Context: an optimization exercise on an open-source flow, tuned for small area, a short achievable clock period and few clock cycles per item. The choices shown serve that exercise and are no tape-out recipe.
Only simulation tests tie the RTL to the original design; equivalence was not proved.

**run.sh**
```bash
#!/bin/bash
# synth_recipe.tcl (not shown) runs the flow's synth.tcl, then flattens the netlist and writes it again
# the make line also repeats each setting of config.mk as NAME=value (left out here)
make -C /OpenROAD-flow-scripts/flow DESIGN_CONFIG=/design/flow/config.mk WORK_HOME=/design/flow/orfs CLKGATE_MAP_FILE= SYNTH_SCRIPT=/design/flow/synth_recipe.tcl finish
```
**config.mk**
```make
export PLATFORM = sky130hd
export DESIGN_NAME = nasccl_schedgen
export DESIGN_NICKNAME = nasccl_schedgen
export VERILOG_FILES = /design/flow/design.v
export SDC_FILE = /design/flow/constraint.sdc
export NUM_CORES = 8
export LEC_CHECK = 0
export ABC_AREA = 1
export CAP_MARGIN = 20
export CORE_MARGIN = 2
export CORE_UTILIZATION = 40
export CTS_CLUSTER_DIAMETER = 60
export CTS_CLUSTER_SIZE = 25
export SETUP_SLACK_MARGIN = 5
export SLEW_MARGIN = 20
```
**constraint.sdc**
```tcl
create_clock -name core_clock -period 10.0 [get_ports {clk}]
set_input_delay 2.0000 -clock core_clock [delete_from_list [all_inputs] [get_ports {clk}]]
set_output_delay 2.0000 -clock core_clock [all_outputs]
set_load 0.01 [all_outputs]
```
**design.v**
```verilog
module sha256_core #(
    parameter HOLD = 1
) (
    input  wire         clk,
    input  wire         st_ld,
    input  wire [255:0] st_val,
    input  wire         w_ld,
    input  wire [511:0] w_val,
    input  wire         w_ins,
    input  wire [31:0]  ins_val,
    input  wire         rnd_en,
    input  wire         ff_en,
    input  wire [31:0]  k,           
    input  wire [31:0]  x,
    input  wire [31:0]  y,
    output wire [255:0] st,
    output wire [255:0] fin,
    output wire [31:0]  w0
);
    reg [31:0] a, b, c, d, e, f, g, h;
    reg [31:0] w [0:14];
    reg [31:0] w15s, w15c;
    reg        w15i;             
    assign st = {a, b, c, d, e, f, g, h};
    assign w0 = w[0];
    wire [31:0] s1  = {e[5:0], e[31:6]} ^ {e[10:0], e[31:11]} ^ {e[24:0], e[31:25]};
    wire [31:0] ch  = (e & f) ^ (~e & g);
    wire [31:0] s0  = {a[1:0], a[31:2]} ^ {a[12:0], a[31:13]} ^ {a[21:0], a[31:22]};
    wire [31:0] mj  = (a & b) | (c & (a | b));
    wire [31:0] us  = h ^ k ^ w[0];
    wire [31:0] uc  = ((h & k) | (w[0] & (h | k))) << 1;
    wire [31:0] x1s = s1 ^ ch ^ s0;
    wire [31:0] x1c = ((s1 & ch) | (s0 & (s1 | ch))) << 1;
    wire [31:0] z1s = us ^ uc ^ mj;
    wire [31:0] z1c = ((us & uc) | (mj & (us | uc))) << 1;
    wire [31:0] x2s = x1s ^ x1c ^ z1s;
    wire [31:0] x2c = ((x1s & x1c) | (z1s & (x1s | x1c))) << 1;
    wire [31:0] x3s = x2s ^ x2c ^ z1c;
    wire [31:0] x3c = ((x2s & x2c) | (z1c & (x2s | x2c))) << 1;
    wire [31:0] a_rnd = x3s + x3c;
    wire [31:0] vs  = d ^ us ^ uc;
    wire [31:0] vc  = ((d & us) | (uc & (d | us))) << 1;
    wire [31:0] y1s = s1 ^ ch ^ vs;
    wire [31:0] y1c = ((s1 & ch) | (vs & (s1 | ch))) << 1;
    wire [31:0] y2s = y1s ^ y1c ^ vc;
    wire [31:0] y2c = ((y1s & y1c) | (vc & (y1s | y1c))) << 1;
    wire [31:0] e_new = (ff_en ? h : y2s) + (ff_en ? y : y2c);
    wire [31:0] ls0 = {w[1][6:0], w[1][31:7]} ^ {w[1][17:0], w[1][31:18]} ^ (w[1] >> 3);
    wire [31:0] ls1 = {w[14][16:0], w[14][31:17]} ^ {w[14][18:0], w[14][31:19]} ^ (w[14] >> 10);
    wire [31:0] t1s = ls1 ^ w[9] ^ ls0;
    wire [31:0] t1c = ((ls1 & w[9]) | (ls0 & (ls1 | w[9]))) << 1;
    wire [31:0] ns  = t1s ^ t1c ^ w[0];
    wire [31:0] nc  = ((t1s & t1c) | (w[0] & (t1s | t1c))) << 1;
    wire [31:0] ca   = ff_en ? d : w15s;
    wire [31:0] cb   = ff_en ? x : w15c;
    wire [31:0] csum = ca + cb;
    assign fin = {csum, a, b, c, e_new, e, f, g};
    integer i;
    generate
        if (HOLD) begin : g_hold
            wire shift = rnd_en | ff_en;
            always @(posedge clk) begin
                if (st_ld) begin
                    {a, b, c, d, e, f, g, h} <= st_val;
                end else if (shift) begin
                    a <= rnd_en ? a_rnd : csum;
                    b <= a;
                    c <= b;
                    d <= c;
                    e <= e_new;
                    f <= e;
                    g <= f;
                    h <= g;
                end
                if (w_ld) begin
                    for (i = 0; i < 15; i = i + 1)
                        w[i] <= w_val[511 - 32*i -: 32];
                    w15s <= w_val[31:0];
                    w15c <= 32'd0;
                end else if (rnd_en | w_ins) begin
                    for (i = 0; i < 14; i = i + 1)
                        w[i] <= w[i+1];
                    w[14] <= csum;
                    w15s  <= w_ins ? ins_val : ns;
                    w15c  <= w_ins ? 32'd0 : nc;
                end
            end
        end else begin : g_free
            always @(posedge clk) begin
                if (st_ld) begin
                    {a, b, c, d, e, f, g, h} <= st_val;
                end else begin
                    a <= ff_en ? csum : a_rnd;
                    b <= a;
                    c <= b;
                    d <= c;
                    e <= e_new;
                    f <= e;
                    g <= f;
                    h <= g;
                end
                for (i = 0; i < 14; i = i + 1)
                    w[i] <= w[i+1];
                w[14] <= w15i ? w15s : csum;
                w15s  <= w_ins ? ins_val : ns;
                w15c  <= w_ins ? 32'd0 : nc;
                w15i  <= w_ins;
            end
        end
    endgenerate
endmodule
module nasccl_schedgen (
    input  wire         clk,
    input  wire         rst,
    input  wire         start,
    input  wire [13:0]  table_count,
    input  wire [10:0]  seed_len,
    output wire         idle,
    input  wire         seed_valid,
    input  wire [7:0]   seed_data,
    output wire         seed_ready,
    output reg          out_valid,
    output wire [255:0] out_data,
    input  wire         out_ready
);
    localparam [255:0] SHA256_IV = {
        32'h6a09e667, 32'hbb67ae85, 32'h3c6ef372, 32'ha54ff53a,
        32'h510e527f, 32'h9b05688c, 32'h1f83d9ab, 32'h5be0cd19};
    localparam [31:0]  K0 = 32'h428a2f98;
    localparam [2:0] S_IDLE = 3'd0,    
                     S_INIT = 3'd1,    
                     S_COLL = 3'd2,    
                     S_XFER = 3'd3,    
                     S_ROT  = 3'd4,    
                     S_CMP  = 3'd5,    
                     S_HAND = 3'd6;    
    localparam [1:0] C_BLK = 2'd0, C_KEY = 2'd1, C_ITEM = 2'd2;
    reg  [2:0]   state;
    reg          idle_r;
    reg  [13:0]  tc_q;
    reg  [10:0]  sl_q;
    reg  [7:0]   xb;           
    reg          lng;          
    reg          sready;
    reg  [10:0]  cnt_in;       
    reg          bv_q, bl_q;   
    reg  [7:0]   bd_q;
    reg  [23:0]  stage;        
    reg  [1:0]   bpos;
    reg  [3:0]   wcnt;         
    reg          bfull;        
    reg          pdone;        
    reg          need80;       
    reg          lenblk;       
    reg          lastfull;     
    reg          lastblk;      
    reg          first_blk;
    reg          sdone;        
    reg          run, ffa;
    reg  [5:0]   rnd;
    reg  [1:0]   ffk;
    reg  [1:0]   ctx;
    reg          ffiv;         
    reg  [31:0]  kreg;         
    reg          runb, ffab;   
    reg  [3:0]   xs;           
    reg          mins;         
    reg  [3:0]   mph;          
    reg  [16:0]  ctr;          
    reg          a_real, b_real;
    reg  [255:0] ist, ost;     
    wire [255:0] a_st, b_st, a_fin, b_fin;
    wire [31:0]  a_w0, b_w0;
    assign idle       = idle_r;
    assign seed_ready = sready;
    assign out_data   = b_st;
    wire [8:0] tc_fold = {3'b000, tc_q[13:8]} + {1'b0, tc_q[7:0]};
    wire [7:0] tc_mod  = tc_fold[8]             ? tc_fold[7:0] + 8'd1 :
                         (tc_fold[7:0] == 8'hff) ? 8'd0 : tc_fold[7:0];
    wire        padok   = (state == S_COLL || (state == S_CMP && ctx == C_BLK)) && !bfull && !sdone;
    wire        pad_b   = padok && pdone && (bpos != 2'd0);      
    wire        pad_w   = padok && pdone && (bpos == 2'd0);      
    wire        push    = bv_q | pad_b;                          
    wire [7:0]  sb      = bv_q ? (bd_q ^ xb) : (need80 ? 8'h80 : 8'h00);
    wire        lenword = lenblk && !need80 && (wcnt == 4'd15);
    wire [31:0] pw      = need80 ? 32'h80000000 :
                          (lng && lenword) ? {18'd0, sl_q, 3'b000} : 32'd0;
    wire        sins    = (push && bpos == 2'd3) || pad_w;      
    wire        full    = sins && (wcnt == 4'd15);
    wire        marker  = need80 && (pad_b || pad_w);
    wire        in_rot  = (state == S_ROT);
    wire        in_xfer = (state == S_XFER);
    wire        mv_last = (wcnt == 4'd15);                       
    wire [31:0] rsrc    = (lng && wcnt[3]) ? 32'd0 : b_w0;       
    wire [31:0] mword   = (mph == 4'd1)  ? {15'd0, ctr} :
                          (mph == 4'd2)  ? 32'h80000000 :
                          (mph == 4'd15) ? 32'd576 : 32'd0;
    wire        a_ins   = mins || in_rot || in_xfer;
    wire [31:0] a_insv  = in_xfer ? b_w0 :
                          in_rot  ? (rsrc ^ 32'h36363636) : mword;
    wire        b_ins   = sins || in_rot || in_xfer;
    wire [31:0] b_insv  = in_xfer ? b_w0 :
                          in_rot  ? (rsrc ^ 32'h5c5c5c5c) :
                          pad_w   ? pw : {stage, sb};
    wire cdone   = ffa && (ffk == 2'd3);
    wire hand_go = (state == S_HAND) && (!out_valid || out_ready) && (mph == 4'd15)
                   && !(out_valid && !a_real);
    wire rot_go  = in_rot && mv_last;
    wire xfer_go = in_xfer && mv_last;
    wire a_ld    = hand_go || rot_go || xfer_go;
    wire [255:0] a_ldv = (hand_go || (xfer_go && !first_blk)) ? ist : SHA256_IV;
    wire b_ld    = hand_go || rot_go;
    wire [255:0] b_ldv = hand_go ? ost : SHA256_IV;
    wire bw_ld   = cdone && (ctx == C_ITEM || (ctx == C_BLK && lastblk));
    reg  [31:0] k_nx;                              
    always @(*) begin
        case (rnd + 6'd1)
            6'd0:  k_nx = 32'h428a2f98; 6'd1:  k_nx = 32'h71374491;
            6'd2:  k_nx = 32'hb5c0fbcf; 6'd3:  k_nx = 32'he9b5dba5;
            6'd4:  k_nx = 32'h3956c25b; 6'd5:  k_nx = 32'h59f111f1;
            6'd6:  k_nx = 32'h923f82a4; 6'd7:  k_nx = 32'hab1c5ed5;
            6'd8:  k_nx = 32'hd807aa98; 6'd9:  k_nx = 32'h12835b01;
            6'd10: k_nx = 32'h243185be; 6'd11: k_nx = 32'h550c7dc3;
            6'd12: k_nx = 32'h72be5d74; 6'd13: k_nx = 32'h80deb1fe;
            6'd14: k_nx = 32'h9bdc06a7; 6'd15: k_nx = 32'hc19bf174;
            6'd16: k_nx = 32'he49b69c1; 6'd17: k_nx = 32'hefbe4786;
            6'd18: k_nx = 32'h0fc19dc6; 6'd19: k_nx = 32'h240ca1cc;
            6'd20: k_nx = 32'h2de92c6f; 6'd21: k_nx = 32'h4a7484aa;
            6'd22: k_nx = 32'h5cb0a9dc; 6'd23: k_nx = 32'h76f988da;
            6'd24: k_nx = 32'h983e5152; 6'd25: k_nx = 32'ha831c66d;
            6'd26: k_nx = 32'hb00327c8; 6'd27: k_nx = 32'hbf597fc7;
            6'd28: k_nx = 32'hc6e00bf3; 6'd29: k_nx = 32'hd5a79147;
            6'd30: k_nx = 32'h06ca6351; 6'd31: k_nx = 32'h14292967;
            6'd32: k_nx = 32'h27b70a85; 6'd33: k_nx = 32'h2e1b2138;
            6'd34: k_nx = 32'h4d2c6dfc; 6'd35: k_nx = 32'h53380d13;
            6'd36: k_nx = 32'h650a7354; 6'd37: k_nx = 32'h766a0abb;
            6'd38: k_nx = 32'h81c2c92e; 6'd39: k_nx = 32'h92722c85;
            6'd40: k_nx = 32'ha2bfe8a1; 6'd41: k_nx = 32'ha81a664b;
            6'd42: k_nx = 32'hc24b8b70; 6'd43: k_nx = 32'hc76c51a3;
            6'd44: k_nx = 32'hd192e819; 6'd45: k_nx = 32'hd6990624;
            6'd46: k_nx = 32'hf40e3585; 6'd47: k_nx = 32'h106aa070;
            6'd48: k_nx = 32'h19a4c116; 6'd49: k_nx = 32'h1e376c08;
            6'd50: k_nx = 32'h2748774c; 6'd51: k_nx = 32'h34b0bcb5;
            6'd52: k_nx = 32'h391c0cb3; 6'd53: k_nx = 32'h4ed8aa4a;
            6'd54: k_nx = 32'h5b9cca4f; 6'd55: k_nx = 32'h682e6ff3;
            6'd56: k_nx = 32'h748f82ee; 6'd57: k_nx = 32'h78a5636f;
            6'd58: k_nx = 32'h84c87814; 6'd59: k_nx = 32'h8cc70208;
            6'd60: k_nx = 32'h90befffa; 6'd61: k_nx = 32'ha4506ceb;
            6'd62: k_nx = 32'hbef9a3f7; default: k_nx = 32'hc67178f2;
        endcase
    end
    wire [31:0] ax  = ({32{xs[0]}} & ist[159:128]) | ({32{xs[1]}} & ist[191:160]) |
                      ({32{xs[2]}} & ist[223:192]) | ({32{xs[3]}} & ist[255:224]);
    wire [31:0] ay  = ({32{xs[0]}} & ist[31:0])    | ({32{xs[1]}} & ist[63:32])   |
                      ({32{xs[2]}} & ist[95:64])   | ({32{xs[3]}} & ist[127:96]);
    wire [31:0] bx  = ({32{xs[0]}} & ost[159:128]) | ({32{xs[1]}} & ost[191:160]) |
                      ({32{xs[2]}} & ost[223:192]) | ({32{xs[3]}} & ost[255:224]);
    wire [31:0] by  = ({32{xs[0]}} & ost[31:0])    | ({32{xs[1]}} & ost[63:32])   |
                      ({32{xs[2]}} & ost[95:64])   | ({32{xs[3]}} & ost[127:96]);
    wire [31:0] ivx = ({32{xs[0]}} & SHA256_IV[159:128]) | ({32{xs[1]}} & SHA256_IV[191:160]) |
                      ({32{xs[2]}} & SHA256_IV[223:192]) | ({32{xs[3]}} & SHA256_IV[255:224]);
    wire [31:0] ivy = ({32{xs[0]}} & SHA256_IV[31:0])    | ({32{xs[1]}} & SHA256_IV[63:32])   |
                      ({32{xs[2]}} & SHA256_IV[95:64])   | ({32{xs[3]}} & SHA256_IV[127:96]);
    sha256_core #(.HOLD(0)) u_a (
        .clk     (clk),
        .st_ld   (a_ld),
        .st_val  (a_ldv),
        .w_ld    (1'b0),
        .w_val   (512'd0),
        .w_ins   (a_ins),
        .ins_val (a_insv),
        .rnd_en  (run),
        .ff_en   (ffa),
        .k       (kreg),
        .x       (ffiv ? ivx : ax),
        .y       (ffiv ? ivy : ay),
        .st      (a_st),
        .fin     (a_fin),
        .w0      (a_w0)
    );
    sha256_core #(.HOLD(1)) u_b (
        .clk     (clk),
        .st_ld   (b_ld),
        .st_val  (b_ldv),
        .w_ld    (bw_ld),
        .w_val   ({a_fin, 32'h80000000, 192'd0, 32'd768}),
        .w_ins   (b_ins),
        .ins_val (b_insv),
        .rnd_en  (runb),
        .ff_en   (ffab),
        .k       (kreg),
        .x       (ffiv ? ivx : bx),
        .y       (ffiv ? ivy : by),
        .st      (b_st),
        .fin     (b_fin),
        .w0      (b_w0)
    );
    wire take    = seed_valid && sready;
    wire go      = hand_go || rot_go || xfer_go;      
    always @(posedge clk) begin
        if (idle_r) begin
            tc_q <= table_count;
            sl_q <= seed_len;
        end
        bd_q <= seed_data;
        bl_q <= (cnt_in + 11'd1 == sl_q);
        if (push)
            stage <= {stage[15:0], sb};
        if (cdone && ctx != C_ITEM)
            ist <= a_fin;
        if (cdone && ctx == C_KEY)
            ost <= b_fin;
        kreg <= (run && rnd != 6'd63) ? k_nx : K0;
        xs   <= (run && rnd == 6'd63) ? 4'b0001 : {xs[2:0], 1'b0};
    end
    always @(posedge clk) begin
        if (rst) begin
            state     <= S_IDLE;
            idle_r    <= 1'b1;
            out_valid <= 1'b0;
            sready    <= 1'b0;
            bv_q      <= 1'b0;
            run       <= 1'b0;
            ffa       <= 1'b0;
            runb      <= 1'b0;
            ffab      <= 1'b0;
            rnd       <= 6'd0;
            ffk       <= 2'd0;
            mins      <= 1'b0;
        end else begin
            bv_q <= take;
            if (take) begin
                cnt_in <= cnt_in + 11'd1;
                if ((cnt_in + 11'd1 == sl_q) || (lng && cnt_in[5:0] == 6'd63))
                    sready <= 1'b0;
            end
            if (push) begin
                bpos <= bpos + 2'd1;
                if (bv_q && bl_q)
                    pdone <= 1'b1;
            end
            if (sins)
                wcnt <= wcnt + 4'd1;
            if (full) begin
                bfull    <= 1'b1;
                lastfull <= lenword;
                sdone    <= lenword;
                lenblk   <= 1'b1;
            end else if (marker) begin
                lenblk   <= (wcnt <= 4'd13);
            end
            if (marker)
                need80 <= 1'b0;
            if (go) begin
                run  <= 1'b1;
                runb <= !xfer_go;
                rnd  <= 6'd0;
            end
            if (run) begin
                rnd <= rnd + 6'd1;
                if (rnd == 6'd63) begin
                    run  <= 1'b0;
                    runb <= 1'b0;
                    ffa  <= 1'b1;
                    ffab <= runb;
                    ffk  <= 2'd0;
                end
            end
            if (ffa) begin
                ffk <= ffk + 2'd1;
                if (ffk == 2'd3) begin
                    ffa  <= 1'b0;
                    ffab <= 1'b0;
                end
            end
            if (run && rnd == 6'd52 && ctx != C_BLK) begin
                mins <= 1'b1;
                mph  <= 4'd0;
            end else if (mins) begin
                mph <= mph + 4'd1;
                if (hand_go || state == S_IDLE)
                    mins <= 1'b0;
            end
            case (state)
                S_IDLE: begin
                    if (start) begin
                        idle_r <= 1'b0;
                        state  <= S_INIT;
                    end
                end
                S_INIT: begin
                    xb        <= tc_mod;
                    lng       <= (sl_q > 11'd64);
                    need80    <= (sl_q > 11'd64);
                    pdone     <= (sl_q == 11'd0);
                    sready    <= (sl_q != 11'd0);
                    cnt_in    <= 11'd0;
                    bpos      <= 2'd0;
                    wcnt      <= 4'd0;
                    bfull     <= 1'b0;
                    sdone     <= 1'b0;
                    lenblk    <= 1'b0;
                    first_blk <= 1'b1;
                    ctr       <= 17'd0;
                    a_real    <= 1'b0;
                    state     <= S_COLL;
                end
                S_COLL: begin
                    if (bfull) begin
                        wcnt  <= 4'd0;
                        state <= lng ? S_XFER : S_ROT;
                    end
                end
                S_XFER: begin
                    wcnt <= wcnt + 4'd1;
                    if (mv_last) begin
                        bfull   <= 1'b0;
                        lastblk <= lastfull;
                        ffiv    <= first_blk;
                        ctx     <= C_BLK;
                        sready  <= (cnt_in != sl_q);
                        state   <= S_CMP;
                    end
                end
                S_ROT: begin
                    wcnt <= wcnt + 4'd1;
                    if (mv_last) begin
                        ffiv  <= 1'b1;
                        ctx   <= C_KEY;
                        state <= S_CMP;
                    end
                end
                S_CMP: begin
                    if (cdone) begin
                        case (ctx)
                            C_BLK: begin
                                first_blk <= 1'b0;
                                if (lastblk) begin
                                    wcnt  <= 4'd0;
                                    state <= S_ROT;
                                end else begin
                                    state <= S_COLL;
                                end
                            end
                            C_KEY: begin
                                ffiv  <= 1'b0;
                                ctx   <= C_ITEM;
                                state <= S_HAND;
                            end
                            default: begin
                                out_valid <= b_real;
                                state     <= S_HAND;
                            end
                        endcase
                    end
                end
                S_HAND: begin
                    if (out_valid && out_ready) begin
                        out_valid <= 1'b0;
                        if (!a_real) begin
                            idle_r <= 1'b1;
                            state  <= S_IDLE;
                        end
                    end
                    if (hand_go) begin
                        b_real <= a_real;
                        a_real <= (ctr < {tc_q, 3'b000});
                        ctr    <= ctr + 17'd1;
                        state  <= S_CMP;
                    end
                end
                default: state <= S_IDLE;
            endcase
        end
    end
endmodule
```
==> results.toml, run 1 <==
[outcome]
outcome = "complete, no violations"

[synth]
yosys_warnings = 5
synth_area_um2 = 120000
synth_cell_types = 62
synthFlopType = "dfxtp_1"
synthArstFlopShare_pct = 0
ys_seq_area_share_pct = 47.7
synth_seq_cells = 2285
avgSynthCellArea_um2 = 9.44
syn_inst = 12700
synth_top_area_share_pct = 28.4
syn_nets = 13600
yosys-top-cells-area = "edfxtp_1 (28%), dfxtp_1 (19%), fa_1 (10%)"
yosysTopAreaCell = "edfxtp_1"
synth_edf_count = 1133

[detailed_routing]
dr.pass1.iters = 8
drt_iter0_markers = 12500
routed_wl_mm = 519
vias = 95000
wl_per_cell_um = 30.6
vias_per_cell = 5.59
drc = 0
ant_nets = 0

[placed_design]
place.detailed.hpwl_mm = 396
port-buffer-count = 296
pre_cts_slack_ps = 3060
gp_congestion = 1.03

[global_routing]
antenna_found_initial = 53
grt-ovfl-total = 0
grt_pass1_wl_mm = 707
grt_usage_pct = 33.4
grt_max_degree = 180
grt_pass1_vias = 90200

[setup_path]
crit_fanout = 27
arrival_ps = 5770
cpMostUsedCell = "nand2_1"
criticalPathCategory = "reg -> reg"
max_stage_delay_ps = 690
cpMaxStageDelayCell = "dfxtp_4"
crit_family = "simple AND/OR/NAND/NOR gates"
crit_chain = "buf_4 > nor2_1 > nand2_1 > nand2_1 > o21ai_0 > ha_1 > a21oi_1 > inv_1 > a21oi_1 > o21ai_0 > nand3b_1 > xor2_2 > nand2_1 > nand2_1"
end_kind = "register"
startpoint_type = "register"
critPathBufInv = 2
required_ps = 10770

[timing]
tns_ps = 0
clock.fmax_mhz = 200
fin_skew_ps = 80.1
postLayoutSetupSlackWorst_ps = 5000
worst_pin_slew_ps = 1330
finalHoldViolCount = 0
hold_slack_ps = 311
fin_crit_ps = 5000
grt_setup_unrepaired = "true"
setup-violations-final = 0
relSlewSlack_pct = 10.9
report.final.slew_viol_count = 0
finalCritPeriodShare_pct = 50.0

[clock_tree]
clock_sinks = 2285
clk_path_buf_depth = 4
htreeDepth = 4
clock_latency_ps = 980
cts_tree = "built"
cts_buffers = 187
ctsHoldBuffers = 0
cts-root-buf = "clkbuf_16"
cts.clk_slew.worst_paths_ps = 90

[cells_and_area]
syn_to_final_growth_pct = 13.6
num-nets-final = 13800
drive_gt1_share_pct = 10.7

[die]
rows = 200
core_um2 = 297000
start_util_pct = 40.3
ios = 297
fp.dieArea_um2 = 304000
chipWidth_um = 551
die_h_um = 551

[min_path]
min_path_type = "reg -> reg"

[flow_run]
cap_violations = 0
-- worst reg2reg max path: cells and delay by family (launching register included) --
family | cells | cell delay, ps
compound gates | 4 | 1030
xor+xnor | 1 | 470
fa+ha+maj | 1 | 320
buf+inv | 2 | 640
flops | 1 | 690
simple gates | 6 | 1720
-- sequential cells by signal, indices dropped and copies added (netlist names), 256 cells and up --
name,count
u_b.w,480
ost,256
ist,256
u_a.w,480
-- cells in the mapped netlist, types with 6 or more instances --
cell       instances
a211oi_1          18
a21boi_0          17
a21o_1            28
a21oi_1          661
a221o_1           21
a221oi_1          55
a22o_1            30
a22oi_1           17
a31oi_1           57
a41oi_1            7
and2_1            20
buf_1             59
buf_2             48
buf_4            219
buf_6             23
clkbuf_1         322
dfxtp_1         1152
edfxtp_1        1133
fa_1             603
ha_1             247
inv_1           2047
inv_2             18
nand2_1         2224
nand2_2            6
nand3_1          414
nand3b_1          18
nand4_1           75
nor2_1           724
nor3_1            51
nor3b_1           10
nor4_1            12
o2111ai_1         24
o211ai_1          68
o21a_1            13
o21ai_0         1082
o21ai_1           20
o21bai_1          30
o221ai_1          22
o22a_1            23
o22ai_1          132
o22ai_2          200
o31ai_1           10
or2_2             56
xnor2_1          283
xor2_1           352
-- layout make-up --
cell class,count,area (um^2)
Sequential cell,2285,57300
Tap cell,3939,4930
Clock buffer,200,4870
Timing Repair Buffer,663,6250
Fill cell,28700,161000
Multi-Input combinational cell,7663,53000
Clock inverter,139,1820
Antenna cell,26,65.1
Inverter,2068,7820
-- kinds of logic after synthesis --
group,count (synthesis),synth area share (%)
compound gates,2550,13.2
xor+xnor,635,4.65
fa+ha+maj,850,12.7
buf+inv,2739,9.47
flops,2285,47.7
mux,1,0.00836
simple gates,3625,12.3
-- layout by cell type, fill, tap and decap left out, types with 26 or more instances in the layout --
cell type	n
o21ai_2	26
or2_2	55
nand4_1	75
xor2_1	301
a221oi_1	54
a21o_1	28
o21ai_0	979
inv_1	2031
clkdlybuf4s50_1	296
clkbuf_16	193
dfxtp_2	46
o22ai_2	200
buf_12	32
nor2_1	690
a21oi_1	609
a31oi_1	54
fa_1	595
buf_4	314
dfxtp_4	32
edfxtp_1	1133
clkinv_8	26
nand2_1	2174
nand2_2	43
a22o_1	30
o21bai_1	28
o211ai_1	68
a21oi_2	45
o21ai_1	97
xnor2_1	272
o22ai_1	132
nor3_1	43
xor2_2	46
nand3_1	396
diode_2	26
dfxtp_1	1074
ha_1	220
-- layer usage --
layer  up-vias  GRT usage (%)  share of wire (%)
li1      41600              -                  -
met1     46700           41.9                 38
met2      5397           50.8                 43
met3      1234           8.78                 11
met4        32           21.9                7.9
met5         -              0              0.036
-- final timing paths --
check | slack [ps] | from | endpoint | depth (start not counted)
worst max-delay path | 5000 | xs[1] | u_b.w[0][22] | 14
worst min register to register | 310 | u_a.w[2][29] | u_a.w[1][29] | 0
worst min-delay path | 310 | u_a.w[2][29] | u_a.w[1][29] | 0
worst max register to register | 5000 | xs[1] | u_b.w[0][22] | 14
-- timing repair --
action	in CTS	in global routing
gates resized for setup	246	332
cloned	2	2
endpoints found under the setup margin	704	405
pin swaps	23	45
buffers inserted	173	65
-- stage by stage --
stage	std cells	utilization [%]	cell area [um^2]
global route	17000	45.7	136000
CTS	16900	45.2	134000
global placement	16400	42.1	125000
detailed placement	16400	42.1	125000
floorplan	12700	-	120000
finish	17000	45.8	136000
Testbench counts, summed over its fixed seeds: cycles 57,258, items 712.
==> run 2, diff against run 1 <==
--- a/design.v
+++ b/design.v
@@ -5,7 +5,7 @@
     input  wire         st_ld,
     input  wire [255:0] st_val,
     input  wire         w_ld,
-    input  wire [511:0] w_val,
+    input  wire [255:0] w_val,
     input  wire         w_ins,
     input  wire [31:0]  ins_val,
     input  wire         rnd_en,
@@ -26,31 +26,31 @@
     wire [31:0] s1  = {e[5:0], e[31:6]} ^ {e[10:0], e[31:11]} ^ {e[24:0], e[31:25]};
     wire [31:0] ch  = (e & f) ^ (~e & g);
     wire [31:0] s0  = {a[1:0], a[31:2]} ^ {a[12:0], a[31:13]} ^ {a[21:0], a[31:22]};
-    wire [31:0] mj  = (a & b) | (c & (a | b));
+    wire [31:0] mj  = (a & b) | (a & c) | (b & c);
     wire [31:0] us  = h ^ k ^ w[0];
-    wire [31:0] uc  = ((h & k) | (w[0] & (h | k))) << 1;
+    wire [31:0] uc  = ((h & k) | (h & w[0]) | (k & w[0])) << 1;
     wire [31:0] x1s = s1 ^ ch ^ s0;
-    wire [31:0] x1c = ((s1 & ch) | (s0 & (s1 | ch))) << 1;
+    wire [31:0] x1c = ((s1 & ch) | (s1 & s0) | (ch & s0)) << 1;
     wire [31:0] z1s = us ^ uc ^ mj;
-    wire [31:0] z1c = ((us & uc) | (mj & (us | uc))) << 1;
+    wire [31:0] z1c = ((us & uc) | (us & mj) | (uc & mj)) << 1;
     wire [31:0] x2s = x1s ^ x1c ^ z1s;
-    wire [31:0] x2c = ((x1s & x1c) | (z1s & (x1s | x1c))) << 1;
+    wire [31:0] x2c = ((x1s & x1c) | (x1s & z1s) | (x1c & z1s)) << 1;
     wire [31:0] x3s = x2s ^ x2c ^ z1c;
-    wire [31:0] x3c = ((x2s & x2c) | (z1c & (x2s | x2c))) << 1;
+    wire [31:0] x3c = ((x2s & x2c) | (x2s & z1c) | (x2c & z1c)) << 1;
     wire [31:0] a_rnd = x3s + x3c;
     wire [31:0] vs  = d ^ us ^ uc;
-    wire [31:0] vc  = ((d & us) | (uc & (d | us))) << 1;
+    wire [31:0] vc  = ((d & us) | (d & uc) | (us & uc)) << 1;
     wire [31:0] y1s = s1 ^ ch ^ vs;
-    wire [31:0] y1c = ((s1 & ch) | (vs & (s1 | ch))) << 1;
+    wire [31:0] y1c = ((s1 & ch) | (s1 & vs) | (ch & vs)) << 1;
     wire [31:0] y2s = y1s ^ y1c ^ vc;
-    wire [31:0] y2c = ((y1s & y1c) | (vc & (y1s | y1c))) << 1;
+    wire [31:0] y2c = ((y1s & y1c) | (y1s & vc) | (y1c & vc)) << 1;
     wire [31:0] e_new = (ff_en ? h : y2s) + (ff_en ? y : y2c);
     wire [31:0] ls0 = {w[1][6:0], w[1][31:7]} ^ {w[1][17:0], w[1][31:18]} ^ (w[1] >> 3);
     wire [31:0] ls1 = {w[14][16:0], w[14][31:17]} ^ {w[14][18:0], w[14][31:19]} ^ (w[14] >> 10);
     wire [31:0] t1s = ls1 ^ w[9] ^ ls0;
-    wire [31:0] t1c = ((ls1 & w[9]) | (ls0 & (ls1 | w[9]))) << 1;
+    wire [31:0] t1c = ((ls1 & w[9]) | (ls1 & ls0) | (w[9] & ls0)) << 1;
     wire [31:0] ns  = t1s ^ t1c ^ w[0];
-    wire [31:0] nc  = ((t1s & t1c) | (w[0] & (t1s | t1c))) << 1;
+    wire [31:0] nc  = ((t1s & t1c) | (t1s & w[0]) | (t1c & w[0])) << 1;
     wire [31:0] ca   = ff_en ? d : w15s;
     wire [31:0] cb   = ff_en ? x : w15c;
     wire [31:0] csum = ca + cb;
@@ -73,10 +73,8 @@
                     h <= g;
                 end
                 if (w_ld) begin
-                    for (i = 0; i < 15; i = i + 1)
-                        w[i] <= w_val[511 - 32*i -: 32];
-                    w15s <= w_val[31:0];
-                    w15c <= 32'd0;
+                    for (i = 0; i < 8; i = i + 1)
+                        w[i] <= w_val[255 - 32*i -: 32];
                 end else if (rnd_en | w_ins) begin
                     for (i = 0; i < 14; i = i + 1)
                         w[i] <= w[i+1];
@@ -198,9 +196,13 @@
     wire        a_ins   = mins || in_rot || in_xfer;
     wire [31:0] a_insv  = in_xfer ? b_w0 :
                           in_rot  ? (rsrc ^ 32'h36363636) : mword;
-    wire        b_ins   = sins || in_rot || in_xfer;
+    wire        bconst  = runb && (rnd[5:3] == 3'b111);
+    wire [31:0] cword   = (rnd[2:0] == 3'd0) ? 32'h80000000 :
+                          (rnd[2:0] == 3'd7) ? 32'd768 : 32'd0;
+    wire        b_ins   = sins || in_rot || in_xfer || bconst;
     wire [31:0] b_insv  = in_xfer ? b_w0 :
                           in_rot  ? (rsrc ^ 32'h5c5c5c5c) :
+                          bconst  ? cword :
                           pad_w   ? pw : {stage, sb};
     wire cdone   = ffa && (ffk == 2'd3);
     wire hand_go = (state == S_HAND) && (!out_valid || out_ready) && (mph == 4'd15)
@@ -266,7 +268,7 @@
         .st_ld   (a_ld),
         .st_val  (a_ldv),
         .w_ld    (1'b0),
-        .w_val   (512'd0),
+        .w_val   (256'd0),
         .w_ins   (a_ins),
         .ins_val (a_insv),
         .rnd_en  (run),
@@ -283,7 +285,7 @@
         .st_ld   (b_ld),
         .st_val  (b_ldv),
         .w_ld    (bw_ld),
-        .w_val   ({a_fin, 32'h80000000, 192'd0, 32'd768}),
+        .w_val   (a_fin),
         .w_ins   (b_ins),
         .ins_val (b_insv),
         .rnd_en  (runb),
==> run 2 against run 1 <==
Still clean; routed wire length increased by 2.4%; global-route usage up 1.3 points; synthesized cell count down 6.0%; cell area decreased by 0.78%; register-to-register slack worse by 70 ps; sequential share of layout area increased by 2.5 points; cell count fell by 4.2%; via count shrank 1.4%; worst hold slack worse by 19 ps.
==> results.toml, run 2 <==
[timing]
finalCritPeriodShare_pct = 50.8
grt_setup_unrepaired = "true"
setup-violations-final = 0
fin_crit_ps = 5080
postLayoutSetupSlackWorst_ps = 4920
worst_pin_slew_ps = 1260
finalHoldViolCount = 0
relSlewSlack_pct = 15.3
fin_skew_ps = 89.5
clock.fmax_mhz = 197
report.final.slew_viol_count = 0
tns_ps = 0

[global_routing]
grt-ovfl-total = 0
grt_pass1_wl_mm = 716
grt_max_degree = 144
grt_pass1_vias = 86400
antenna_found_initial = 55
grt_usage_pct = 34.7

[detailed_routing]
routed_wl_mm = 532
drc = 0
vias = 93600
wl_per_cell_um = 32.7
vias_per_cell = 5.75
ant_nets = 0
dr.pass1.iters = 6
drt_iter0_markers = 15300

[cells_and_area]
mostFrequentLayoutCell = "nand2_1"
reg.largest.list = "u_a.w x480, u_b.w x480"
layout_common_cells = "nand2_1 (2257), inv_1 (1641), edfxtp_1 (1420), o21ai_0 (879)"
final_area_um2 = 135000
drive_gt1_share_pct = 10.0
fin_cells = 16300
syn_to_final_growth_pct = 14.8
num-nets-final = 13100

[synth]
synth_cell_types = 69
yosysTopAreaCell = "edfxtp_1"
synth_seq_cells = 2285
syn_nets = 12800
yosys_warnings = 5
synth_top_area_share_pct = 36.3
ys_seq_area_share_pct = 51.0
synth_area_um2 = 118000
yosys-top-cells-area = "edfxtp_1 (36%), dfxtp_1 (15%), fa_1 (10%)"
syn_inst = 11900
synthMostInstantiatedCell = "nand2_1"
synth_edf_count = 1420
yosys-top-cells-count = "nand2_1 (2298), inv_1 (1648), edfxtp_1 (1420), o21ai_0 (977), dfxtp_1 (865)"
synthArstFlopShare_pct = 0
synthFlopType = "edfxtp_1"
avgSynthCellArea_um2 = 9.87

[die]
die_h_um = 546
chipWidth_um = 546
ios = 297
start_util_pct = 40.1
fp.dieArea_um2 = 298000
rows = 199
core_um2 = 293000

[clock_tree]
cts_tree = "built"
ctsHoldBuffers = 0
clock_latency_ps = 940
clock_sinks = 2285
cts_buffers = 195
htreeDepth = 4
cts-root-buf = "clkbuf_16"
clk_path_buf_depth = 4
cts.clk_slew.worst_paths_ps = 90

[setup_path]
arrival_ps = 5770
criticalPathCategory = "reg -> reg"
end_kind = "register"
startpoint_type = "register"
required_ps = 10700
crit_fanout = 30
max_stage_delay_ps = 530
crit_chain = "buf_8 > inv_8 > buf_6 > nand2_1 > o21ai_0 > ha_1 > a21oi_1 > o21ai_0 > a21oi_1 > inv_1 > a21oi_2 > nand2_1 > nand2_1 > nand3_1 > nand3_1 > nand2_1"
cpMostUsedCell = "nand2_1"
cpMaxStageDelayCell = "edfxtp_1"

[placed_design]
place_area_um2 = 124000
dp_cells = 15700
port-buffer-count = 296
gp_congestion = 1.04
place.detailed.hpwl_mm = 411
pre_cts_slack_ps = 3300

[flow_run]
cap_violations = 0

[min_path]
min_path_type = "reg -> reg"

[outcome]
outcome = "complete, no violations"
run 2: changes by cell type in the layout (fill, tap and decap cells not counted), moves of 28 or more:
| cell | change |
|---|---|
| nand2_1 | +83 |
| dfxtp_1 | -328 |
| nand3_1 | -54 |
| inv_1 | -390 |
| or2_2 | -28 |
| edfxtp_1 | +287 |
| o21ai_0 | -100 |
| o22ai_2 | -199 |
| nor2_1 | +56 |
| o22ai_1 | -37 |
run 2: final timing paths:
path         slack [ps]  cells after the start      endpoint    startpoint
max                4920                     16     u_b.a[31]          ffiv
max reg2reg        4920                     16     u_b.a[31]          ffiv
min                 290                      0  u_a.w[3][10]  u_a.w[4][10]
min reg2reg         290                      0  u_a.w[3][10]  u_a.w[4][10]
run 2: metal layers:
metal / wire length, um / part of all wire [%] / vias up / global-route usage [%]
met1: 213000 / 40 / 46600 / 49.0
met5: 218 / 0.041 / - / 0
li1: - / - / 39600 / -
met2: 214000 / 40 / 6326 / 47.7
met4: 32800 / 6.2 / 34 / 17.9
met3: 72100 / 14 / 1105 / 10.4
run 2: layout make-up:
class / count / area [um^2]
diodes: 26 / 65.1
clock buffers: 209 / 5060
clock inverters: 147 / 2000
fillers: 28000 / 158000
inverters: 1672 / 6360
multi-input cells: 7373 / 50200
flip-flops and latches: 2285 / 60200
well taps: 3919 / 4900
repair buffers: 643 / 6180
run 2: worst max-delay path, delay by kind of cell, from the launching register on:
| kind | cells | cell delay (ps) |
|---|---|---|
| adders and majority gates | 1 | 420 |
| AOI/OAI and AO/OA | 5 | 1620 |
| DFF | 1 | 530 |
| and+or+nand+nor | 6 | 1010 |
| buffers and inverters | 4 | 1090 |
run 2: timing repair:
item	in CTS	in global routing
pin swaps	14	47
setup buffers	136	79
cloned	3	0
setup endpoints to repair	793	364
resized for setup	312	326
run 2: cell families (layout without fill, tap and decap cells):
kind of cell	after synthesis	in the layout	share of synthesized area [%]
adder cells (fa/ha/maj)	854	854	13.0
flip-flops	2285	2285	51.0
multiplexers	1	1	0.00851
other	0	26	0
buffers and inverters	2264	2671	7.95
AND/OR/NAND/NOR	3684	3686	12.7
AO/OA/AOI/OAI	2205	2206	10.7
XOR/XNOR	626	626	4.66
run 2: per-stage QoR:
stage | hold WS, ps | utilization [%]
floorplan | 310 | -
global placement | 310 | 42.2
detailed placement | 312 | 42.2
CTS | 296 | 45.4
global route | 307 | 46.0
finish | 293 | 46.1
Testbench counts of run 2, summed over its fixed seeds: cycles 57,258, items 712.
==> run 3, diff against run 2 <==
--- a/config.mk
+++ b/config.mk
@@ -8,7 +8,7 @@
 export ABC_AREA = 1
 export CAP_MARGIN = 20
 export CORE_MARGIN = 2
-export CORE_UTILIZATION = 40
+export CORE_UTILIZATION = 65
 export CTS_CLUSTER_DIAMETER = 60
 export CTS_CLUSTER_SIZE = 25
 export SETUP_SLACK_MARGIN = 5
==> run 3 against run 2 <==
Cell count decreased by 10%; via count grew 7.9%; critical path type unchanged; largest cell class unchanged.
==> results.toml, run 3 <==
[outcome]
outcome = "complete, no violations"

[die]
core_um2 = 180000
die_h_um = 429
fp.dieArea_um2 = 184000
chipWidth_um = 429
start_util_pct = 65.3
ios = 297
rows = 156

[setup_path]
crit_fanout = 7
criticalPathCategory = "reg -> reg"
max_stage_delay_ps = 830
crit_chain = "inv_1 > xor2_2 > ha_1 > o21bai_1 > fa_1 > fa_1 > ha_2 > fa_2 > nand2_1 > nand2_1 > o21a_2 > nand2_1 > nand2_4 > nand2_1 > nand2_2 > o21ai_0 > a31oi_1"
end_kind = "register"
required_ps = 10630
critPathBufInv = 1
cpMaxStageDelayCell = "xor2_2"
arrival_ps = 6080
startpoint_type = "register"
cpMostUsedCell = "nand2_1"
cp-startpoint = "u_b.e[25]"
timing.rr.start = "u_b.e[25]"
crit_family = "adder cells"

[timing]
finalCritPeriodShare_pct = 54.5
finalHoldViolCount = 0
relSlewSlack_pct = 13.5
fin_skew_ps = 96.1
grt_setup_unrepaired = "true"
setup-violations-final = 0
tns_ps = 0
report.final.slew_viol_count = 0
clock.fmax_mhz = 183
worst_pin_slew_ps = 1290
fin_crit_ps = 5450

[cells_and_area]
mostFrequentLayoutCell = "nand2_1"
num-nets-final = 13000
layout_common_cells = "nand2_1 (2249), inv_1 (1640), edfxtp_1 (1420), o21ai_0 (890), dfxtp_1 (752)"
multi_input_area_um2 = 50000
fin_cells = 14600
regArea_um2 = 60200
syn_to_final_growth_pct = 11.3
reg.largest.list = "u_a.w x480, u_b.w x480"
num-fill-cells = 11900
drive_gt1_share_pct = 8.54

[global_routing]
antenna_found_initial = 67
grt_pass1_wl_mm = 709
grt_usage_pct = 55.4
grt_max_degree = 206
grt-ovfl-total = 0
grt_pass1_vias = 95300

[detailed_routing]
routed_wl_mm = 524
dr.pass1.iters = 17
drc = 0
drt_iter0_markers = 20900
ant_nets = 0
vias = 101000
vias_per_cell = 6.91
wl_per_cell_um = 35.8

[synth]
synthMuxAreaShare_pct = 0.00851
avgSynthCellArea_um2 = 9.87
synthMostInstantiatedCell = "nand2_1"
synthArstFlopShare_pct = 0
yosys.area_share.simple_pct = 12.7
yosys-top-cells-count = "nand2_1 (2298), inv_1 (1648), edfxtp_1 (1420), o21ai_0 (977), dfxtp_1 (865)"
synth_seq_cells = 2285
synth_cell_types = 69
syn_inst = 11900
ys_seq_area_share_pct = 51.0
syn_nets = 12800
synth_xor_area_share_pct = 4.66
synth_compound_area_share_pct = 10.7
synth_top_family_by_area = "adder cells"
synth_area_um2 = 118000
synth_edf_count = 1420
yosys_warnings = 5
synth_fa_ha_area_share_pct = 13.0
yosysTopAreaCell = "edfxtp_1"
synthFlopType = "edfxtp_1"
yosys-top-cells-area = "edfxtp_1 (36%), dfxtp_1 (15%), fa_1 (10%)"
synth_top_area_share_pct = 36.3

[min_path]
min_from = "u_a.w[3][27]"
min_path_type = "reg -> reg"

[clock_tree]
clock_sinks = 2285
cts_tree = "built"
htreeDepth = 4
ctsHoldBuffers = 0
cts_buffers = 148
cts-root-buf = "clkbuf_16"
clock_latency_ps = 930
cts.clk_slew.worst_paths_ps = 90
clk_path_buf_depth = 3

[flow_run]
cap_violations = 0

[placed_design]
place.detailed.hpwl_mm = 380
port-buffer-count = 296
gp_congestion = 1.08
dp_cells = 14100
==> run 3: cell counts after synthesis <==
No cell type changed its count.
==> run 3: per-stage QoR <==
step                      area, um^2  setup WS, ps  hold slack, ps  utilization, %
after floorplan               118000          2170             310               -
after global placement        122000          3590             309            67.5
after detailed placement      122000          3490             312            67.5
after CTS                     129000          4890             313            71.4
after global routing          131000          4620             317            72.5
final                         131000          4550             313            72.6
==> run 3: cell type report <==
class	count	area share [%]
sequential	2285	46.0
multi-input combinational	7372	38.2
inverter	1672	4.84
timing repair buffer	588	4.47
clock buffer	166	2.93
tap	2370	2.27
clock inverter	97	1.17
antenna	66	0.126
==> run 3: cells by family (layout without fill, tap and decap cells) <==
family / count (synthesis) / in the layout
other cells: 0 / 66
mux: 1 / 1
flops: 2285 / 2285
simple gates: 3684 / 3685
xor+xnor: 626 / 626
buf+inv: 2264 / 2523
compound gates: 2205 / 2206
fa+ha+maj: 854 / 854
==> run 3: worst register-to-register path: cells and delay by family, from the launching register on <==
family | cells | cell delay, ps
fa+ha+maj | 5 | 1880
compound gates | 4 | 960
xor+xnor | 1 | 830
flops | 1 | 660
simple gates | 6 | 550
buf+inv | 1 | 300
==> run 3: path summary, 6_finish.rpt <==
| check | to | slack [ps] | depth (start not counted) |
|---|---|---|---|
| worst max-delay path | u_b.a[14] | 4550 | 17 |
| worst min-delay path | u_a.w[2][27] | 310 | 0 |
| worst max register to register | u_b.a[14] | 4550 | 17 |
| worst min register to register | u_a.w[2][27] | 310 | 0 |
==> run 3: routing by layer <==
metal / global-route usage [%] / routed length [um] / up-vias
li1: - / - / 39300
met1: 62.5 / 156000 / 47000
met2: 76.2 / 207000 / 11000
met3: 26.1 / 89600 / 3655
met4: 53.8 / 70300 / 44
met5: 0.963 / 575 / -
==> run 3: timing repair <==
item	in CTS	in global routing
pin swaps	7	36
gates cloned	2	0
buffers inserted	106	75
endpoints found under the setup margin	614	439
gates resized for setup	190	369
==> run 4, diff against run 3 <==
--- a/config.mk
+++ b/config.mk
@@ -8,7 +8,7 @@
 export ABC_AREA = 1
 export CAP_MARGIN = 20
 export CORE_MARGIN = 2
-export CORE_UTILIZATION = 65
+export CORE_UTILIZATION = 52
 export CTS_CLUSTER_DIAMETER = 60
 export CTS_CLUSTER_SIZE = 25
 export SETUP_SLACK_MARGIN = 5
==> run 4 against run 3 <==
Clock skew fell by 29 ps; cell count rose by 4.6%; highest routed layer unchanged; still clean; largest cell class unchanged.
==> results.toml, run 4 <==
[outcome]
outcome = "complete, no violations"

[synth]
ys_seq_area_share_pct = 51.0
synth_edf_count = 1420
synth_area_um2 = 118000
syn_inst = 11900
yosys-top-cells-count = "nand2_1 (2298), inv_1 (1648), edfxtp_1 (1420), o21ai_0 (977), dfxtp_1 (865)"
syn_nets = 12800
synth_top_area_share_pct = 36.3
yosysTopAreaCell = "edfxtp_1"
synth_seq_cells = 2285
synthFlopType = "edfxtp_1"
synthArstFlopShare_pct = 0
synthMostInstantiatedCell = "nand2_1"
yosys-top-cells-area = "edfxtp_1 (36%), dfxtp_1 (15%), fa_1 (10%)"
avgSynthCellArea_um2 = 9.87
synth_cell_types = 69
yosys_warnings = 5

[setup_path]
end_kind = "register"
max_stage_delay_ps = 750
reg2reg_slack_ps = 4870
arrival_ps = 5710
timing.rr.end = "u_b.a[28]"
criticalPathCategory = "reg -> reg"
cp-startpoint = "xs[1]"
crit_chain = "inv_4 > buf_6 > nand2_1 > nand2_1 > o21ai_0 > ha_1 > a21oi_1 > nor2_1 > nor2_1 > o21ai_0 > a21oi_1 > nand2_1 > nand2_1 > nand3_1 > nand3_1 > nand2_1"
crit_fanout = 18
timing.rr.start = "xs[1]"
startpoint_type = "register"
cpMostUsedCell = "nand2_1"
cpMaxStageDelayCell = "dfxtp_4"
required_ps = 10580
worstRegToRegCells = 16

[clock_tree]
ctsHoldBuffers = 0
clk_path_buf_depth = 3
cts_tree = "built"
htreeDepth = 4
cts_buffers = 168
cts.clk_slew.worst_paths_ps = 100
cts-root-buf = "clkbuf_16"
clock_sinks = 2285
clock_latency_ps = 880

[timing]
relSlewSlack_pct = 7.74
clock.fmax_mhz = 195
finalHoldViolCount = 0
fin_crit_ps = 5130
grt_setup_unrepaired = "true"
setup-violations-final = 0
finalCritPeriodShare_pct = 51.3
tns_ps = 0
fin_skew_ps = 67.4
worst_pin_slew_ps = 1380
report.final.slew_viol_count = 0

[detailed_routing]
dr.pass1.iters = 9
drc = 0
routed_wl_mm = 515
wl_per_cell_um = 33.7
drt_iter0_markers = 14400
ant_nets = 0
vias = 93900
vias_per_cell = 6.14

[min_path]
min_path_cells = 0
min_path_type = "reg -> reg"
min_to = "u_a.w[9][31]"
min_from = "u_a.w[10][31]"

[global_routing]
grt_pass1_vias = 87900
grt-ovfl-total = 0
antenna_found_initial = 59
grt_usage_pct = 43.9
grt_max_degree = 171
grt_pass1_wl_mm = 695

[die]
ios = 297
chipWidth_um = 480
start_util_pct = 52.3
die_h_um = 480
core_um2 = 225000
rows = 174
fp.dieArea_um2 = 230000

[placed_design]
port-buffer-count = 296
place_area_um2 = 122000
dp_cells = 14700
gp_congestion = 1.08
place.detailed.hpwl_mm = 393

[cells_and_area]
num-fill-cells = 19300
final_area_um2 = 132000
drive_gt1_share_pct = 8.72
fin_cells = 15300
num-nets-final = 13000
layout_common_cells = "nand2_1 (2264), inv_1 (1639), edfxtp_1 (1420), o21ai_0 (894), dfxtp_1 (753)"
syn_to_final_growth_pct = 12.6
reg.largest.list = "u_a.w x480, u_b.w x480"
mostFrequentLayoutCell = "nand2_1"

[flow_run]
cap_violations = 0
==> run 4: repair_timing <==
action / in CTS / in global routing
resized for setup: 242 / 277
pin swaps: 7 / 29
setup buffers: 149 / 57
setup endpoints to repair: 1054 / 730
endpoints found under the hold margin: 0 / 0
gates cloned: 3 / 2
==> run 4: layout make-up <==
type	instances	area (um^2)	area share, %
sequential	2285	60200	45.4
multi-input combinational	7372	49800	37.6
inverter	1672	6350	4.80
timing repair buffer	616	6180	4.67
clock buffer	178	4250	3.21
tap	2992	3740	2.83
clock inverter	127	1830	1.38
antenna	50	125	0.0945
==> run 4: metal layers <==
metal | share of wire (%) | GRT usage, % | wire [um]
met1 | 36 | 56.1 | 187000
met2 | 42 | 63.2 | 217000
met3 | 12 | 12.1 | 63100
met4 | 9.3 | 33.9 | 48100
met5 | 0.027 | 0 | 138
==> run 4: per-stage QoR <==
| step | setup slack, ps | utilization [%] | hold WS, ps |
|---|---|---|---|
| 2_1_floorplan | 2170 | - | 310 |
| 3_3_place_gp | 3200 | 54.4 | 310 |
| 3_5_place_dp | 3220 | 54.4 | 312 |
| 4_1_cts | 4970 | 58.2 | 322 |
| 5_1_grt | 4940 | 58.9 | 329 |
| 6_report | 4870 | 58.9 | 327 |
==> run 4: cells by family (layout without fill, tap and decap cells) <==
kind of cell	after synthesis	after routing	synth area share, %
compound gates	2205	2206	10.7
xor+xnor	626	626	4.66
fa+ha+maj	854	854	13.0
buf+inv	2264	2593	7.95
flops	2285	2285	51.0
mux	1	1	0.00851
other cells	0	50	0
simple gates	3684	3685	12.7
==> run 4: worst max-delay path: cells and delay by family, from the launching register on <==
family | cells | cell delay [ps]
AO/OA/AOI/OAI | 4 | 1330
buffers and inverters | 2 | 660
adder cells (fa/ha/maj) | 1 | 410
flip-flops | 1 | 750
AND/OR/NAND/NOR | 9 | 1630
==> run 4: worst max path at each step <==
stage                endpoint  depth (start not counted)  slack (ps)
finish              u_b.a[28]                         16        4870
global route         ist[127]                         17        4940
detailed placement  u_a.e[25]                         11        3220
global placement    u_a.e[26]                         11        3200
floorplan              ctx[0]                          3        2170
CTS                 u_b.e[29]                          9        4970
==> run 5, diff against run 4 <==
==> flow/run.sh (new file) <==
#!/bin/bash
# Layout flow: the standard flow (standard.sh) with one change in synthesis:
# the final ABC technology mapping uses flow/abc.script (the ORFS area script
# with a 3000 ps delay target for "map"). Registers, flattening and renaming
# are those of the standard synthesis; every later step is the standard one.
set -euo pipefail
W=$(pwd)

# ORFS synth.tcl, with the ABC arguments pointing at our script
sed "s|^source \$::env(SCRIPTS_DIR)/synth_preamble.tcl\$|&\nset abc_args [list -script $W/flow/abc.script {*}\$lib_args {*}\$lib_dont_use_args -constr \$::env(OBJECTS_DIR)/abc.constr]|" \
    "$FLOW_HOME/scripts/synth.tcl" > "$W/flow_synth.tcl"
grep -q "flow/abc.script" "$W/flow_synth.tcl"

# The standard flow's synthesis wrapper, sourcing the script above
sed "s|source \$::env(SCRIPTS_DIR)/synth.tcl|source $W/flow_synth.tcl|" "$W/synth_recipe.tcl" > "$W/flow_synth_recipe.tcl"
grep -q "flow_synth.tcl" "$W/flow_synth_recipe.tcl"

# standard.sh, using that wrapper
sed "s|SYNTH_SCRIPT=$W/synth_recipe.tcl|SYNTH_SCRIPT=$W/flow_synth_recipe.tcl|" "$W/standard.sh" > "$W/flow_standard.sh"
grep -q "flow_synth_recipe.tcl" "$W/flow_standard.sh"

bash "$W/flow_standard.sh" > "$W/flow_standard.log" 2>&1
test -f "$W/out/final.def"
==> flow/abc.script (new file) <==
strash
dch
map -D 3000 -B 0.9
topo
stime -c
buffer -c
upsize -c
dnsize -c
==> standard.sh (new file) <==
#!/bin/bash
# synth_recipe.tcl (not shown) runs the flow's synth.tcl, then flattens the netlist and writes it again
# the make line also repeats each setting of config.mk as NAME=value (left out here)
make -C /OpenROAD-flow-scripts/flow DESIGN_CONFIG=/design/flow/config.mk WORK_HOME=/design/flow/orfs CLKGATE_MAP_FILE= SYNTH_SCRIPT=/design/flow/synth_recipe.tcl "${@:-finish}"
--- a/config.mk
+++ b/config.mk
@@ -8,7 +8,7 @@
 export ABC_AREA = 1
 export CAP_MARGIN = 20
 export CORE_MARGIN = 2
-export CORE_UTILIZATION = 52
+export CORE_UTILIZATION = 40
 export CTS_CLUSTER_DIAMETER = 60
 export CTS_CLUSTER_SIZE = 25
 export SETUP_SLACK_MARGIN = 5
removed: run.sh
==> run 5 against run 4 <==
Setup slack got worse by 22 ps; count of clock-buffer cells in the layout increased by 20; register-to-register slack got worse by 20 ps; via count decreased by 4.9%; first-iteration DRC count decreased by 18%; critical endpoint is now u_b.w[0][30].
==> results.toml, run 5 <==
[flow_run]
cap_violations = 0

[global_routing]
grt_pass1_wl_mm = 675
grt_usage_pct = 32.9
antenna_found_initial = 61
grt-ovfl-total = 0
grt_pass1_vias = 85700
grt_max_degree = 179

[timing]
tns_ps = 0
finalCritPeriodShare_pct = 51.5
grt_setup_unrepaired = "true"
relSlewSlack_pct = 7.74
worst_pin_slew_ps = 1380
setup-violations-final = 0
report.final.slew_viol_count = 0
fin_skew_ps = 90.6
finalHoldViolCount = 0
fin_crit_ps = 5150
clock.fmax_mhz = 194

[clock_tree]
ctsHoldBuffers = 0
clock_sinks = 2285
cts_buffers = 184
cts_tree = "built"
cts-root-buf = "clkbuf_16"
clk_path_buf_depth = 4
htreeDepth = 4
cts.clk_slew.worst_paths_ps = 90
clock_latency_ps = 930

[synth]
synth_area_um2 = 116000
yosys_warnings = 5
synth_cell_types = 78
syn_nets = 12200
synth_top_area_share_pct = 36.9
synthArstFlopShare_pct = 0
synthFlopType = "edfxtp_1"
yosys-top-cells-count = "nand2_1 (1970), inv_1 (1571), edfxtp_1 (1420), o21ai_0 (949), dfxtp_1 (865)"
synthMostInstantiatedCell = "nand2_1"
ys_seq_area_share_pct = 51.8
yosys-top-cells-area = "edfxtp_1 (37%), dfxtp_1 (15%), fa_1 (11%)"
synth_edf_count = 1420
syn_inst = 11400
synth_seq_cells = 2285
avgSynthCellArea_um2 = 10.2
yosysTopAreaCell = "edfxtp_1"

[min_path]
min_path_type = "reg -> reg"
min_path_cells = 0

[placed_design]
port-buffer-count = 296
dp_cells = 15000
place.detailed.hpwl_mm = 377
gp_congestion = 1.03

[detailed_routing]
vias = 89300
vias_per_cell = 5.73
dr.pass1.iters = 7
drc = 0
wl_per_cell_um = 31.8
routed_wl_mm = 496
drt_iter0_markers = 11800
ant_nets = 0

[cells_and_area]
fin_cells = 15600
multi_input_area_um2 = 48800
regArea_um2 = 60200
mostFrequentLayoutCell = "nand2_1"
syn_to_final_growth_pct = 14.9
num-fill-cells = 26800
layout_common_cells = "nand2_1 (1927), inv_1 (1557), edfxtp_1 (1420), o21ai_0 (842), dfxtp_1 (760)"
drive_gt1_share_pct = 10.3
reg.largest.list = "u_a.w x480, u_b.w x480"
num-nets-final = 12500

[setup_path]
end_kind = "register"
startpoint_type = "register"
criticalPathCategory = "reg -> reg"
crit_fanout = 19
arrival_ps = 5850
worstRegToRegCells = 16
required_ps = 10700

[die]
rows = 197
core_um2 = 288000
die_h_um = 542
chipWidth_um = 542
start_util_pct = 40.2
fp.dieArea_um2 = 293000
ios = 297

[outcome]
outcome = "complete, no violations"
run 5: cell types whose count changed after synthesis, sizes merged, moves of 14 or more:
cell,change
o21ai,+15
nand4,-29
xnor2,+32
nor2,-88
clkbuf,-15
nand2,-330
nand3b,-17
nand3,-138
xor2,+18
inv,-75
and2,-14
run 5: worst paths after layout:
check             slack [ps]       endpoint     startpoint
setup / recovery        4850   u_b.w[0][30]          xs[0]
hold / removal           290  u_a.w[11][17]  u_a.w[12][17]
setup reg to reg        4850   u_b.w[0][30]          xs[0]
hold reg to reg          290  u_a.w[11][17]  u_a.w[12][17]
run 5: cells by family (layout without fill, tap and decap cells):
kind of cell | Yosys count | count (layout) | synth area share [%]
DFF | 2285 | 2285 | 51.8
and+or+nand+nor | 3061 | 3061 | 10.6
other | 0 | 53 | 0
buffers and inverters | 2186 | 2583 | 7.86
adders and majority gates | 854 | 854 | 13.2
AOI/OAI and AO/OA | 2290 | 2290 | 11.4
xor gates and xnor gates | 676 | 676 | 5.13
muxes | 1 | 1 | 0.00866
run 5: timing repair:
item / in CTS / in global routing
pin swaps: 20 / 89
buffers inserted: 150 / 83
setup endpoints to repair: 473 / 353
resized for setup: 285 / 374
gates cloned: 1 / 1
run 5: critical path, stage by stage, from the launching register on:
cell,delay (ps)
dfxtp_4,530
inv_4,280
buf_6,340
buf_8,370
nand2_1,350
nand2_1,440
o21ai_0,170
ha_1,490
nand2_1,230
inv_1,130
nand2_1,100
nor4_1,280
nand2_1,90
nand2_1,90
xor2_1,580
nand2_1,140
nand2_1,200
run 5: per-stage QoR:
step	hold slack [ps]	worst slack, ps	utilization (%)	area [um^2]
CTS	287	4950	45.4	131000
floorplan	310	2250	-	116000
global route	295	4870	46.2	133000
global placement	310	4150	42.2	121000
detailed placement	312	4070	42.2	121000
finish	292	4850	46.2	133000
run 5: layout make-up:
type / count / share of cell area [%]
Clock inverter: 137 / 1.45
Timing Repair Buffer: 650 / 4.77
Sequential cell: 2285 / 45.3
Antenna cell: 53 / 0.0998
Tap cell: 3781 / 3.56
Multi-Input combinational cell: 6882 / 36.7
Inverter: 1597 / 4.55
Clock buffer: 198 / 3.59
Timing Repair inverter: 1 / 0.00565
run 5: routing by layer:
layer / track usage [%] / share of wire (%)
met1: 41.6 / 37
met2: 49.6 / 43
met3: 7.21 / 10
met4: 24.3 / 9.0
met5: 0 / 0.063

==> re-timing with driven ports <==
In the flow no input, the clock included, has a driving cell. The finished layouts below were timed again as built, in two steps.
Step 1 assumes that a clkbuf_16 drives the clock port and a buf_2 every other input.
Step 2 also shifts input and output timing later by t, the mid clock arrival at the registers, as if the neighbouring blocks saw the same clock.
a / b / c = ideal / step 1 / step 2; a / b = the first two.
run | t (ns) | setup slack, ns | clock arrival spread, ns
run 1 | 1.025 | 4.998 / 4.998 / 4.096 | 0.093 / 0.092
run 2 | 0.999 | 4.924 / 4.924 / 4.450 | 0.096 / 0.096
run 3 | 0.982 | 4.545 / 4.545 / 4.031 | 0.096 / 0.096
run 4 | 0.958 | 4.873 / 4.873 / 4.096 | 0.070 / 0.070
run 5 | 1.000 | 4.851 / 4.851 / 4.195 | 0.095 / 0.095
After both steps every run listed still meets setup and hold. For run 1, which loses most, drivers alone change the setup slack by 0.000 ns; drivers and shift together by -0.902 ns.
